From an optimization exercise on the open Yosys and OpenROAD flow, aimed at small area, a short achievable clock period and few clock cycles per item; shortcuts taken in it are not production practice. In this exercise RTL edits were held to simulation tests only and were not proved equivalent to the original. Power and IR drop assume default switching activity.

Design sc_reduce, start of the top module:
module sc_reduce (
    input  wire         clk,
    input  wire         rst,
    input  wire         in_valid,
    output wire         in_ready,
    input  wire [255:0] in_data,
    output wire         out_valid,
    input  wire         out_ready,
    output wire [255:0] out_data
);
==> flow/config.mk <==
export PLATFORM = sky130hd
export DESIGN_NAME = sc_reduce
export DESIGN_NICKNAME = sc_reduce
export VERILOG_FILES = /design/flow/design.v
export SDC_FILE = /design/flow/constraint.sdc
export NUM_CORES = 4
export LEC_CHECK = 0
export ABC_AREA = 1
export CAP_MARGIN = 20
export CORE_MARGIN = 2
export CORE_UTILIZATION = 40
export SETUP_SLACK_MARGIN = 5
export SLEW_MARGIN = 20
export SYNTH_HIERARCHICAL = 1
==> flow/constraint.sdc <==
create_clock -name core_clock -period 10.0 [get_ports {clk}]
set_input_delay 2.0000 -clock core_clock [delete_from_list [all_inputs] [get_ports {clk}]]
set_output_delay 2.0000 -clock core_clock [all_outputs]
set_load 0.01 [all_outputs]
standard.sh (not shown) runs the stock make flow with config.mk's settings and CLKGATE_MAP_FILE= SYNTH_SCRIPT=/design/flow/synth_recipe.tcl, a recipe that flattens the netlist after the stock synthesis.
==> flow/flow/run.sh <==
#!/bin/bash
# Layout flow: the standard layout (standard.sh), with two changes:
#  - synthesis without the full/half-adder extraction (ADDER_MAP_FILE empty),
#    so ABC maps the hand-built prefix adder itself;
#  - port buffers are buf_1 cells.
# Every register, its name and cell type are those of the standard synthesis.
set -euo pipefail
bash standard.sh ADDER_MAP_FILE= \
  'BUFFER_PORTS_ARGS=-buffer_cell sky130_fd_sc_hd__buf_1' \
  finish > flow_make.log 2>&1
Testbench counts at the start, summed over its fixed seeds: cycles 1,608, values 1,600.
Next try:
--- a/flow/design.v
+++ b/flow/design.v
@@ -374,13 +374,13 @@
     wire [128:0] d_s = d_k ^ d_c[128:0];
     wire d_bo = ~d_c[129];
     wire neg = ~fx & d_bo & ~|xu;          
     wire adv = ~v | out_ready;
     wire [122:0] ru_dec;
     sc_reduce_dec u_dec (.u(r[251:129]), .b(rb), .y(ru_dec));
-    assign in_ready  = adv & ~fx;
+    sc_reduce_rdy u_rdy (.out_ready(out_ready), .v(v), .fx(fx), .in_ready(in_ready));
     assign out_valid = v;
     assign out_data  = {3'b000, r[252], ru_dec, r[128:0]};
     always @(posedge clk) begin
         if (rst) begin
             v  <= 1'b0;
             fx <= 1'b0;
@@ -636,6 +636,14 @@
     assign u_z[120] = u_B29_5;
     assign u_z[121] = u_B29_5 & ~|ru[120:120];
     assign u_z[122] = u_B29_5 & ~|ru[121:120];
     assign u_z[123] = u_B30_5;
     assign y = ru ^ ({123{b}} & u_z[122:0]);
 endmodule
+module sc_reduce_rdy (
+    input  wire out_ready,
+    input  wire v,
+    input  wire fx,
+    output wire in_ready
+);
+    assign in_ready = ~fx & (~v | out_ready);
+endmodule
Effect: Final area falls by 0.42%; register-to-register slack gets better by 120 ps; area after synthesis is about the same; critical path depth rises by 16; global-route usage falls by 0.89 points; core utilization falls by 0.20 points; sequential power stays flat; sequential share of layout area rises by 0.12 points; worst hold slack gets worse by 5.8 ps; synthesized cell count stays flat; cell count stays the same; flip-flop and latch count is unchanged; worst setup slack gets better by 18 ps; via count barely changes.
Testbench counts after the change, summed over its fixed seeds: cycles 1,608, values 1,600.

Another version of the RTL of sc_reduce (not shown whole).
For scale: about 3200 cells after synthesis, ~260 flip-flops, ~520 I/O pins.
Settings: LEC_CHECK=0, ABC_AREA=1, CAP_MARGIN=20, CORE_MARGIN=2, CORE_UTILIZATION=40, SETUP_SLACK_MARGIN=5, SLEW_MARGIN=20; clock period 10.0 ns.
Scripts as last shown in full above: flow/flow/run.sh
The starting point produced a clean layout.
Testbench counts at the start, summed over its fixed seeds: cycles 1,608, values 1,600.
Change:
--- a/flow/design.v
+++ b/flow/design.v
@@ -5,22 +5,23 @@
     output wire         in_ready,
     input  wire [255:0] in_data,
     output wire         out_valid,
     input  wire         out_ready,
     output wire [255:0] out_data
 );
     reg         v;       
     reg         fx;      
     reg [252:0] r;       
     reg         rb;      
+    wire hold = v & ~out_ready;          
     wire [3:0]   h  = in_data[255:252];
-    wire [128:0] xl = fx ? r[128:0] : in_data[128:0];
+    wire [128:0] xl = (fx | hold) ? r[128:0] : in_data[128:0];
     wire [122:0] xu = in_data[251:129] & {123{~fx}};
     reg  [128:0] th;     
     always @(*) begin
         case (h)
             4'd0: th = 129'h0;
             4'd1: th = 129'h14def9dea2f79cd65812631a5cf5d3ed;
             4'd2: th = 129'h29bdf3bd45ef39acb024c634b9eba7da;
             4'd3: th = 129'h3e9ced9be8e6d6830837294f16e17bc7;
             4'd4: th = 129'h537be77a8bde735960498c6973d74fb4;
             4'd5: th = 129'h685ae1592ed6102fb85bef83d0cd23a1;
@@ -30,21 +31,21 @@
             4'd9: th = 129'hbbd6c8d3bab4838918a57bed44a47355;
             4'd10: th = 129'hd0b5c2b25dac205f70b7df07a19a4742;
             4'd11: th = 129'he594bc9100a3bd35c8ca4221fe901b2f;
             4'd12: th = 129'hfa73b66fa39b5a0c20dca53c5b85ef1c;
             4'd13: th = 129'h10f52b04e4692f6e278ef0856b87bc309;
             4'd14: th = 129'h12431aa2ce98a93b8d1016b71157196f6;
             4'd15: th = 129'h13910a40b8c82308f2913ce8b72676ae3;
             default: th = 129'h0;
         endcase
     end
-    wire [128:0] t = fx ? 129'h1eb2106215d086329a7ed9ce5a30a2c13 : th;    
+    wire [128:0] t = fx ? 129'h1eb2106215d086329a7ed9ce5a30a2c13 : hold ? 129'd0 : th;    
     wire [128:0] d_g;
     wire [128:0] d_k;
     assign d_g = xl & ~t;   
     assign d_k = ~(xl ^ t);  
     wire d_G0_0 = d_g[3] | d_k[3] & (d_g[2] | d_k[2] & (d_g[1] | d_k[1] & (d_g[0])));
     wire d_P0_0 = d_k[3] & d_k[2] & d_k[1] & d_k[0];
     wire d_G1_0 = d_g[7] | d_k[7] & (d_g[6] | d_k[6] & (d_g[5] | d_k[5] & (d_g[4])));
     wire d_P1_0 = d_k[7] & d_k[6] & d_k[5] & d_k[4];
     wire d_G2_0 = d_g[11] | d_k[11] & (d_g[10] | d_k[10] & (d_g[9] | d_k[9] & (d_g[8])));
     wire d_P2_0 = d_k[11] & d_k[10] & d_k[9] & d_k[8];
@@ -613,16 +614,17 @@
         if (rst) begin
             v  <= 1'b0;
             fx <= 1'b0;
         end else if (fx) begin
             v  <= 1'b1;
             fx <= 1'b0;
         end else if (adv) begin
             v  <= in_valid & ~neg;
             fx <= in_valid & neg;
         end
+        r[128:0] <= d_s;
         if (adv) begin
-            r  <= {fx & ~d_bo, xu, d_s};
+            r[252:129] <= {fx & ~d_bo, xu};
             rb <= d_bo;
         end
     end
 endmodule
After rerunning: The changed run completed with no timing, DRC or antenna violations; setup slack got worse by 0.074 ns; cell area shrinks by 1.7%; power climbs by 14%; clock power came out higher by about 6%; wire length falls by 0.91%; global-route usage rose by 0.60 points; sequential share of layout area is lower by 4.4 points; combinational power goes up by 43%; sequential power barely changes; clock skew stays flat; synthesized cell count is higher by 2.8%; fmax fell by 1.3%; via count is higher by 2.2%; first-iteration DRC count goes up by 22%.
Testbench counts after the change, summed over its fixed seeds: cycles 1,608, values 1,600.

afterwards: timing with drivers on the ports:
In the flow no input, the clock included, has a driving cell. The finished layouts below were timed again as built, in two steps.
Step 1, drivers: a clkbuf_16 drives clk and a buf_2 each remaining input, both assumed.
Step 2 also shifts input and output timing later by t, the mid clock arrival at the registers, as if the neighbouring blocks saw the same clock.
a / b / c = ideal ports / drivers / drivers and shift; a / b = the first two.
run	shift t [ns]	slack for setup (ns)	clock arrival spread, ns	worst data-port slew with drivers (ns)
the first run of note 1	0.605	5.117 / 5.024 / 4.659	0.022 / 0.022	0.15
the second run of note 1	0.637	5.135 / 5.119 / 4.483	0.018 / 0.017	0.13
the first run of note 2	0.607	4.227 / 4.167 / 4.600	0.024 / 0.024	0.10
the second run of note 2	0.605	4.153 / 4.088 / 4.607	0.030 / 0.030	0.12
After both steps setup and hold are still met in every run listed. The setup slack of the second run of note 1, which loses most, moves by -0.016 ns with the drivers and by -0.652 ns with both steps.
